From an optimization exercise on the open Yosys and OpenROAD flow, aimed at small area and few clock cycles; shortcuts taken in it are not production practice. The RTL was checked by simulation tests, not by an equivalence proof against the original design. Power figures rest on the tool's default switching activity, not on a simulated workload.

==> inputs of v22 <==
## qurv_codec
module qurv_codec (
    input  wire        clk,
    input  wire        rst,           
    input  wire        step_valid,
    input  wire        step_kind,     
    input  wire [23:0] step_word,
    output reg         done,
    output reg         rdata_valid,
    output reg  [15:0] rdata,
    output wire        tx_valid,
    output wire [7:0]  tx_data,
    input  wire        tx_ready
);
Settings: LEC_CHECK=0, CAP_MARGIN=20, CORE_MARGIN=2, CORE_UTILIZATION=40, PLACE_DENSITY=0.6, SLEW_MARGIN=20; clock period 10.0 ns.
run.sh (not shown) runs the stock make flow with config.mk's settings and CLKGATE_MAP_FILE= SYNTH_SCRIPT=/design/flow/synth_recipe.tcl, a recipe that flattens the netlist after the stock synthesis.
==> v25: changes against v22 <==
--- a/flow/design.v
+++ b/flow/design.v
@@ -62,11 +62,11 @@
     reg [1:0]  rx_state;
     reg [7:0]  rx_raw [0:RX_BUDGET-1];      
     reg [6:0]  rx_pos0;                     
     reg [6:0]  rx_count;
     reg [5:0]  rx_blen;
-    reg        rx_esc [0:BODY_MAX-1];    
+    reg        rx_esc [4:BODY_MAX-3];    
     reg [7:0]  rx_b0, rx_b1, rx_b2, rx_b3;    
     reg [15:0] rx_crc_run;                    
     reg [7:0]  rx_h1, rx_h0;                  
     reg        rx_e1, rx_e0;                  
     reg [5:0]  cur_j;
@@ -166,10 +166,11 @@
     wire [6:0]  raw_dif  = rx_pos0 - raw_addr;
     wire [6:0]  raw_pl   = (rx_pos0 < raw_addr) ? raw_dif + RX_BUDGET : raw_dif;
     wire        raw_even = !raw_pl[0];
     wire [7:0]  raw_rd   = rx_raw[{raw_pl[6:1], 1'b0}];
     wire [7:0]  pay_byte = cur_esc ? raw_rd - ESC_OFFSET : raw_rd;
+    wire [15:0] crc_nx = crc16_step(ev_go ? rx_crc_run : crc, ev_go ? rx_h1 : imm8);
     integer k;
     always @(posedge clk) begin
         for (k = PAYLOAD_MAX - 1; k > 0; k = k - 1)
             tx_pay[k] <= tx_pay[k-1];
         tx_pay[0] <= pay_wr ? tc_val : tx_pay[PAYLOAD_MAX-1];
@@ -363,22 +364,23 @@
                                     end
                                 end
                                 default: ;
                             endcase
                             if (append) begin
-                                rx_esc[rx_blen] <= escd;
+                                if (rx_blen >= 6'd4 && rx_blen <= BODY_MAX - 3)
+                                    rx_esc[rx_blen] <= escd;
                                 rx_blen <= rx_blen + 6'd1;
                                 rx_h1   <= rx_h0;
                                 rx_h0   <= abyte;
                                 rx_e1   <= rx_e0;
                                 rx_e0   <= escd;
                                 if (rx_blen == 6'd0) rx_b0 <= abyte;
                                 if (rx_blen == 6'd1) rx_b1 <= abyte;
                                 if (rx_blen == 6'd2) rx_b2 <= abyte;
                                 if (rx_blen == 6'd3) rx_b3 <= abyte;
                                 if (rx_blen >= 6'd2)
-                                    rx_crc_run <= crc16_step(rx_crc_run, rx_h1);
+                                    rx_crc_run <= crc_nx;
                             end
                             if (closed) begin
                                 if (rx_blen < 6'd6) begin
                                     xstat <= XS_MALFORMED;
                                 end else begin
@@ -429,11 +431,11 @@
                         if (!z_ok) fault <= fault | F_ILLCMD;
                         else crc <= 16'h0000;
                     end
                     8'h11: begin  
                         if (!b_ok) fault <= fault | F_ILLCMD;
-                        else crc <= crc16_step(crc, imm8);
+                        else crc <= crc_nx;
                     end
                     8'h12: begin  
                         if (!z_ok) fault <= fault | F_ILLCMD;
                         else begin
                             rdata_valid <= 1'b1;
Settings changed: CTS_BUF_LIST set to sky130_fd_sc_hd__clkbuf_4 sky130_fd_sc_hd__clkbuf_8, CTS_CLUSTER_DIAMETER set to 50, CTS_CLUSTER_SIZE set to 20.
==> comparison table <==
Depth of the worst register-to-register path: v25 21; v22 24
Dpl hpwl: v25 90.9 mm; v22 90.1 mm
Number of antenna violations at the first check in global routing: v25 10; v22 5
Status: v25 no timing/DRC/antenna violations; v22 no timing/DRC/antenna violations
Share of the core filled with cells: v25 44.7%; v22 46.2%
Placeable core region: v25 101000 um^2; v22 103000 um^2
Proportion of power drawn by the clock network: v25 30.5%; v22 34.1%
Number of global-route vias before repair: v25 28541; v22 29903
Die extent in x: v25 323 um; v22 326 um
Terminating pin of the worst hold path: v25 rx_raw[74][7]; v22 rx_raw[76][6]
Clock buffers and inverters, area share: v25 5.17%; v22 8.06%
Crit path largest cell delay: v25 910 ps; v22 810 ps
Count of nets after finishing: v25 3968; v22 4042
Clock buffer cells: v25 107; v22 149
Met1 GRT Util: v25 35.3%; v22 31.7%
Non-Clock Inverter Count: v25 100; v22 99
Clock buffer count from CTS: v25 100; v22 111
GR met2 Demand/Resource: v25 34.6%; v22 35.6%
Flip-flop and latch area: v25 23900 um^2; v22 24100 um^2
Die Ht: v25 323 um; v22 326 um
Testbench counts of v22, summed over its fixed seeds: cycles 56,530.
Testbench counts of v25, summed over its fixed seeds: cycles 56,530.

==> ember <==
Another version of the RTL of qurv_codec (not shown whole).
make LEC_CHECK=0 CAP_MARGIN=20 CORE_MARGIN=2 CORE_UTILIZATION=60 CTS_BUF_LIST='sky130_fd_sc_hd__clkbuf_4 sky130_fd_sc_hd__clkbuf_8' CTS_CLUSTER_DIAMETER=40 CTS_CLUSTER_SIZE=16 PLACE_DENSITY=0.75 SLEW_MARGIN=20 finish   # period 10.0 ns
==> zinc: changes against ember <==
--- a/flow/design.v
+++ b/flow/design.v
@@ -76,22 +76,23 @@
     reg [3:0]  tx_st;         
     reg        tx_esc2;       
     reg [4:0]  tx_j;          
     reg [2:0]  pend;
     reg [2:0]  p_op;
-    reg [7:0]  p_val;
+    reg [7:0]  p_val;         
     wire [7:0]  op  = step_word[23:16];
     wire [15:0] arg = step_word[15:0];
     wire        z_ok = (arg == 16'h0000);
     wire        b_ok = (arg[15:8] == 8'h00);
     wire [7:0]  imm8 = arg[7:0];
     wire [1:0]  ev_kind = step_word[9:8];
     wire [7:0]  ev_data = step_word[7:0];
     wire cmd_in = step_valid && !step_kind;
+    wire [7:0] lo8 = (pend == PD_NONE) ? step_word[7:0] : p_val;
     wire       ev_go   = (step_valid && step_kind) || pend == PD_EV;
     wire [1:0] ev_k    = (pend == PD_EV) ? 2'd0  : ev_kind;
-    wire [7:0] ev_b    = (pend == PD_EV) ? p_val : ev_data;
+    wire [7:0] ev_b    = lo8;
     wire [6:0] rx_next = (rx_pos0 == RX_BUDGET - 1) ? 7'd0 : rx_pos0 + 7'd1;
     wire       raw_rdy = (rx_count == 7'd0) || (rx_next == rx_count);
     wire       raw_wr  = ev_go && xstat == XS_BUSY && ev_k == 2'd0 && raw_rdy;
     reg  [7:0]  tx_cur;
     always @(*) begin
@@ -120,11 +121,11 @@
                                    (op[7:3] == 5'b00100 &&
                                     ((op[2:0] == 3'd3 || op[2:0] == 3'd5) ? z_ok :
                                      (op[2:0] != 3'd6 && op[2:0] != 3'd7) ? b_ok : 1'b0)));
     wire [2:0] in_tc_op = (op == 8'h01) ? TC_RST : op[2:0];
     wire [2:0] tc_op  = (pend == PD_TX) ? p_op  : in_tc_op;
-    wire [7:0] tc_val = (pend == PD_TX) ? p_val : imm8;
+    wire [7:0] tc_val = lo8;
     wire       push_rdy = tx_len[5] || (tx_len == 6'd0) || (tx_pos0 + 5'd1 == tx_len[4:0]);
     wire       tc_go  = !tx_busy && (tc_op != TC_PUSH || push_rdy) && (in_tc || pend == PD_TX);
     wire       pay_wr = tc_go && tc_op == TC_PUSH && !tx_len[5];
     wire        res_ok  = (xstat == XS_OK) || (xstat == XS_CHECKSUM) || (xstat == XS_ACK);
     wire [5:0]  rx_plen = rx_blen - 6'd6;
@@ -154,17 +155,17 @@
             8'h14: rd_val = {14'd0, sent_kind};
             default: rd_val = 16'h0000;
         endcase
     end
     wire        pay_ok  = res_ok && (arg[15:6] == 10'd0) && (arg[5:0] < rx_plen);
-    wire [5:0]  pay_t   = rx_blen - 6'd3 - arg[5:0];
+    wire [5:0]  pay_t   = rx_blen - 6'd3 - lo8[5:0];
     wire        raw_ok  = (arg[15:7] == 9'd0) && (arg[6:0] < rx_count);
     wire        pay_now  = cmd_in && op == 8'h32 && pay_ok && pay_t == cur_j && raw_even;
-    wire        pay_hit  = (pend == PD_PAY) && p_val[5:0] == cur_j && raw_even;
+    wire        pay_hit  = (pend == PD_PAY) && pay_t == cur_j && raw_even;
     wire        cur_esc  = rx_esc[cur_j];
     wire [6:0]  raw_addr = (pend == PD_PAY) || (pend == PD_NONE && op == 8'h32) ? cur_p :
-                           (pend == PD_RAW) ? p_val[6:0] : arg[6:0];
+                           lo8[6:0];
     wire [6:0]  raw_dif  = rx_pos0 - raw_addr;
     wire [6:0]  raw_pl   = (rx_pos0 < raw_addr) ? raw_dif + RX_BUDGET : raw_dif;
     wire        raw_even = !raw_pl[0];
     wire [7:0]  raw_rd   = rx_raw[{raw_pl[6:1], 1'b0}];
     wire [7:0]  pay_byte = cur_esc ? raw_rd - ESC_OFFSET : raw_rd;
@@ -178,10 +179,12 @@
         for (k = RX_BUDGET - 1; k > 0; k = k - 1)
             rx_raw[k] <= rx_raw[k-1];
         rx_raw[0] <= raw_wr ? ev_b : rx_raw[RX_BUDGET-1];
         rx_pos0   <= (raw_wr && rx_count == 7'd0) ? 7'd0 : rx_next;
     end
+    always @(posedge clk)
+        if (step_valid) p_val <= step_word[7:0];
     always @(posedge clk) begin
         if (rst) begin
             crc         <= 16'h0000;
             tx_dst      <= 8'h00;
             tx_type     <= 8'h00;
@@ -243,12 +246,12 @@
                     done        <= 1'b1;
                     rdata_valid <= 1'b1;
                     rdata       <= {8'd0, pay_byte};
                     cur_j       <= cur_j - 6'd1;
                     cur_p       <= cur_p - 7'd1 - cur_esc;
-                end else if (p_val[5:0] == cur_j) begin
-                end else if (p_val[5:0] > cur_j) begin
+                end else if (pay_t == cur_j) begin
+                end else if (pay_t > cur_j) begin
                     cur_j <= rx_blen - 6'd3;
                     cur_p <= rx_count - 7'd4 - rx_e0 - rx_e1;
                 end else begin
                     cur_j <= cur_j - 6'd1;
                     cur_p <= cur_p - 7'd1 - cur_esc;
@@ -261,11 +264,10 @@
                 rdata       <= {8'd0, raw_rd};
             end
             if (in_tc && !tc_go) begin
                 pend  <= PD_TX;
                 p_op  <= in_tc_op;
-                p_val <= imm8;
             end
             if (tc_go) begin
                 pend <= PD_NONE;
                 done <= 1'b1;
                 case (tc_op)
@@ -310,11 +312,10 @@
                     end
                 endcase
             end
             if (ev_go && !raw_wr && xstat == XS_BUSY && ev_k == 2'd0) begin
                 pend  <= PD_EV;
-                p_val <= ev_b;
             end else if (ev_go) begin
                 pend <= PD_NONE;
                 done <= 1'b1;
                 if (xstat == XS_BUSY) begin
                     case (ev_k)
@@ -468,11 +469,10 @@
                             cur_j       <= cur_j - 6'd1;
                             cur_p       <= cur_p - 7'd1 - cur_esc;
                         end else begin
                             done  <= 1'b0;
                             pend  <= PD_PAY;
-                            p_val <= {2'b00, pay_t};
                         end
                     end
                     8'h33: begin  
                         if (!raw_ok) begin
                             rdata_valid <= 1'b1;
@@ -481,11 +481,10 @@
                             rdata_valid <= 1'b1;
                             rdata       <= {8'd0, raw_rd};
                         end else begin
                             done  <= 1'b0;
                             pend  <= PD_RAW;
-                            p_val <= {1'b0, arg[6:0]};
                         end
                     end
                     default: fault <= fault | F_ILLCMD;
                 endcase
             end
Settings changed: CORE_UTILIZATION 60 to 40, CTS_CLUSTER_DIAMETER 40 to 50, CTS_CLUSTER_SIZE 16 to 20, PLACE_DENSITY 0.75 to 0.6.
==> onyx: changes against ember <==
--- a/flow/design.v
+++ b/flow/design.v
@@ -76,22 +76,23 @@
     reg [3:0]  tx_st;         
     reg        tx_esc2;       
     reg [4:0]  tx_j;          
     reg [2:0]  pend;
     reg [2:0]  p_op;
-    reg [7:0]  p_val;
+    reg [7:0]  p_val;         
     wire [7:0]  op  = step_word[23:16];
     wire [15:0] arg = step_word[15:0];
     wire        z_ok = (arg == 16'h0000);
     wire        b_ok = (arg[15:8] == 8'h00);
     wire [7:0]  imm8 = arg[7:0];
     wire [1:0]  ev_kind = step_word[9:8];
     wire [7:0]  ev_data = step_word[7:0];
     wire cmd_in = step_valid && !step_kind;
+    wire [7:0] lo8 = (pend == PD_NONE) ? step_word[7:0] : p_val;
     wire       ev_go   = (step_valid && step_kind) || pend == PD_EV;
     wire [1:0] ev_k    = (pend == PD_EV) ? 2'd0  : ev_kind;
-    wire [7:0] ev_b    = (pend == PD_EV) ? p_val : ev_data;
+    wire [7:0] ev_b    = lo8;
     wire [6:0] rx_next = (rx_pos0 == RX_BUDGET - 1) ? 7'd0 : rx_pos0 + 7'd1;
     wire       raw_rdy = (rx_count == 7'd0) || (rx_next == rx_count);
     wire       raw_wr  = ev_go && xstat == XS_BUSY && ev_k == 2'd0 && raw_rdy;
     reg  [7:0]  tx_cur;
     always @(*) begin
@@ -111,23 +112,24 @@
         if (tx_st == TS_START)    tx_wire = START;
         else if (tx_st == TS_END) tx_wire = ENDM;
         else if (tx_esc2)         tx_wire = tx_cur + ESC_OFFSET;
         else                      tx_wire = is_reserved(tx_cur) ? ESC : tx_cur;
     end
-    assign tx_valid = tx_busy;
     assign tx_data  = tx_wire;
     wire crc_final = !tx_busy || (tx_st >= TS_C0);
     wire       in_tc  = cmd_in && ((op == 8'h01 && z_ok) ||
                                    (op[7:3] == 5'b00100 &&
                                     ((op[2:0] == 3'd3 || op[2:0] == 3'd5) ? z_ok :
                                      (op[2:0] != 3'd6 && op[2:0] != 3'd7) ? b_ok : 1'b0)));
     wire [2:0] in_tc_op = (op == 8'h01) ? TC_RST : op[2:0];
     wire [2:0] tc_op  = (pend == PD_TX) ? p_op  : in_tc_op;
-    wire [7:0] tc_val = (pend == PD_TX) ? p_val : imm8;
+    wire [7:0] tc_val = lo8;
     wire       push_rdy = tx_len[5] || (tx_len == 6'd0) || (tx_pos0 + 5'd1 == tx_len[4:0]);
     wire       tc_go  = !tx_busy && (tc_op != TC_PUSH || push_rdy) && (in_tc || pend == PD_TX);
     wire       pay_wr = tc_go && tc_op == TC_PUSH && !tx_len[5];
+    wire   send_now = tc_go && tc_op == TC_SEND && xstat != XS_BUSY && fault == 4'h0;
+    assign tx_valid = tx_busy || send_now;
     wire        res_ok  = (xstat == XS_OK) || (xstat == XS_CHECKSUM) || (xstat == XS_ACK);
     wire [5:0]  rx_plen = rx_blen - 6'd6;
     reg [15:0] rd_val;
     always @(*) begin
         case (imm8)
@@ -154,17 +156,17 @@
             8'h14: rd_val = {14'd0, sent_kind};
             default: rd_val = 16'h0000;
         endcase
     end
     wire        pay_ok  = res_ok && (arg[15:6] == 10'd0) && (arg[5:0] < rx_plen);
-    wire [5:0]  pay_t   = rx_blen - 6'd3 - arg[5:0];
+    wire [5:0]  pay_t   = rx_blen - 6'd3 - lo8[5:0];
     wire        raw_ok  = (arg[15:7] == 9'd0) && (arg[6:0] < rx_count);
     wire        pay_now  = cmd_in && op == 8'h32 && pay_ok && pay_t == cur_j && raw_even;
-    wire        pay_hit  = (pend == PD_PAY) && p_val[5:0] == cur_j && raw_even;
+    wire        pay_hit  = (pend == PD_PAY) && pay_t == cur_j && raw_even;
     wire        cur_esc  = rx_esc[cur_j];
     wire [6:0]  raw_addr = (pend == PD_PAY) || (pend == PD_NONE && op == 8'h32) ? cur_p :
-                           (pend == PD_RAW) ? p_val[6:0] : arg[6:0];
+                           lo8[6:0];
     wire [6:0]  raw_dif  = rx_pos0 - raw_addr;
     wire [6:0]  raw_pl   = (rx_pos0 < raw_addr) ? raw_dif + RX_BUDGET : raw_dif;
     wire        raw_even = !raw_pl[0];
     wire [7:0]  raw_rd   = rx_raw[{raw_pl[6:1], 1'b0}];
     wire [7:0]  pay_byte = cur_esc ? raw_rd - ESC_OFFSET : raw_rd;
@@ -178,10 +180,12 @@
         for (k = RX_BUDGET - 1; k > 0; k = k - 1)
             rx_raw[k] <= rx_raw[k-1];
         rx_raw[0] <= raw_wr ? ev_b : rx_raw[RX_BUDGET-1];
         rx_pos0   <= (raw_wr && rx_count == 7'd0) ? 7'd0 : rx_next;
     end
+    always @(posedge clk)
+        if (step_valid) p_val <= step_word[7:0];
     always @(posedge clk) begin
         if (rst) begin
             crc         <= 16'h0000;
             tx_dst      <= 8'h00;
             tx_type     <= 8'h00;
@@ -206,11 +210,14 @@
             rdata_valid <= 1'b0;
             rdata       <= 16'h0000;
             if (tx_busy && tx_ready) begin
                 case (tx_st)
                     TS_START: tx_st <= TS_H0;
-                    TS_END:   tx_busy <= 1'b0;
+                    TS_END: begin
+                        tx_busy <= 1'b0;
+                        tx_st   <= TS_START;
+                    end
                     default: begin
                         if (!tx_esc2 && tx_cur_is_msg)
                             tx_crc <= crc16_step(tx_crc, tx_cur);
                         if (!tx_esc2 && is_reserved(tx_cur))
                             tx_esc2 <= 1'b1;
@@ -243,12 +250,12 @@
                     done        <= 1'b1;
                     rdata_valid <= 1'b1;
                     rdata       <= {8'd0, pay_byte};
                     cur_j       <= cur_j - 6'd1;
                     cur_p       <= cur_p - 7'd1 - cur_esc;
-                end else if (p_val[5:0] == cur_j) begin
-                end else if (p_val[5:0] > cur_j) begin
+                end else if (pay_t == cur_j) begin
+                end else if (pay_t > cur_j) begin
                     cur_j <= rx_blen - 6'd3;
                     cur_p <= rx_count - 7'd4 - rx_e0 - rx_e1;
                 end else begin
                     cur_j <= cur_j - 6'd1;
                     cur_p <= cur_p - 7'd1 - cur_esc;
@@ -261,11 +268,10 @@
                 rdata       <= {8'd0, raw_rd};
             end
             if (in_tc && !tc_go) begin
                 pend  <= PD_TX;
                 p_op  <= in_tc_op;
-                p_val <= imm8;
             end
             if (tc_go) begin
                 pend <= PD_NONE;
                 done <= 1'b1;
                 case (tc_op)
@@ -281,11 +287,11 @@
                     end
                     TC_SEND: begin
                         if (xstat == XS_BUSY || fault != 4'h0) fault <= fault | F_ILLSEQ;
                         else begin
                             tx_busy    <= 1'b1;
-                            tx_st      <= TS_START;
+                            tx_st      <= tx_ready ? TS_H0 : TS_START;
                             tx_esc2    <= 1'b0;
                             tx_crc     <= 16'h0000;
                             sent_kind  <= (tx_type == TYPE_READ)  ? SK_READ  :
                                           (tx_type == TYPE_WRITE) ? SK_WRITE : SK_OTHER;
                             rx_blen    <= 6'd0;
@@ -310,11 +316,10 @@
                     end
                 endcase
             end
             if (ev_go && !raw_wr && xstat == XS_BUSY && ev_k == 2'd0) begin
                 pend  <= PD_EV;
-                p_val <= ev_b;
             end else if (ev_go) begin
                 pend <= PD_NONE;
                 done <= 1'b1;
                 if (xstat == XS_BUSY) begin
                     case (ev_k)
@@ -468,11 +473,10 @@
                             cur_j       <= cur_j - 6'd1;
                             cur_p       <= cur_p - 7'd1 - cur_esc;
                         end else begin
                             done  <= 1'b0;
                             pend  <= PD_PAY;
-                            p_val <= {2'b00, pay_t};
                         end
                     end
                     8'h33: begin  
                         if (!raw_ok) begin
                             rdata_valid <= 1'b1;
@@ -481,11 +485,10 @@
                             rdata_valid <= 1'b1;
                             rdata       <= {8'd0, raw_rd};
                         end else begin
                             done  <= 1'b0;
                             pend  <= PD_RAW;
-                            p_val <= {1'b0, arg[6:0]};
                         end
                     end
                     default: fault <= fault | F_ILLCMD;
                 endcase
             end
==> notes <==
Between onyx and ember, the lower sequential share of layout area is in ember (gap 0.75 points). Wire length: zinc is larger than onyx (about 0.24%). Between ember and onyx, the lower clock-buffer cell count is in ember (gap 7). Critical path depth, lowest first: onyx, ember, zinc. Against onyx, the clock skew of ember is higher by 0.0024 ns. First-iteration DRC count: zinc < onyx < ember. Synthesized cell count: zinc < onyx < ember. Sequential cell count is the same in onyx and zinc. Between ember and zinc, the lower via count is in zinc (gap about 10%, measured against zinc).
Testbench counts of ember, summed over its fixed seeds: cycles 56,530.
Testbench counts of zinc, summed over its fixed seeds: cycles 56,530.
Testbench counts of onyx, summed over its fixed seeds: cycles 56,132.

==> separate check: timing with driven ports <==
Ports are ideal in the flow. The routed layouts listed here were re-timed in OpenROAD.
Step 1 assumes that a clkbuf_16 drives the clock port and a buf_2 every other input.
Step 2, shift: input delay + t, output delay - t, t = (earliest + latest rising clock arrival at the registers) / 2. This alone moves slack from input paths to output paths.
Slacks: ideal ports / drivers / drivers and shift; pairs: ideal ports / drivers.
| run | t (ns) | setup WS [ns] | worst slew at a driven data input, ns |
|---|---|---|---|
| v22 | 0.754 | 0.543 / 0.473 / 0.617 | 0.18 |
| v25 | 0.832 | 0.494 / 0.431 / 0.459 | 0.15 |
| ember | 0.840 | 1.006 / 0.941 / 0.607 | 0.04 |
| zinc | 0.831 | 1.175 / 1.221 / 0.391 | 0.06 |
| onyx | 0.810 | 1.105 / 1.039 / 0.455 | 0.04 |
After both steps setup and hold are still met in every run listed. For zinc, which loses most, drivers alone change the setup slack by +0.046 ns; drivers and shift together by -0.784 ns.
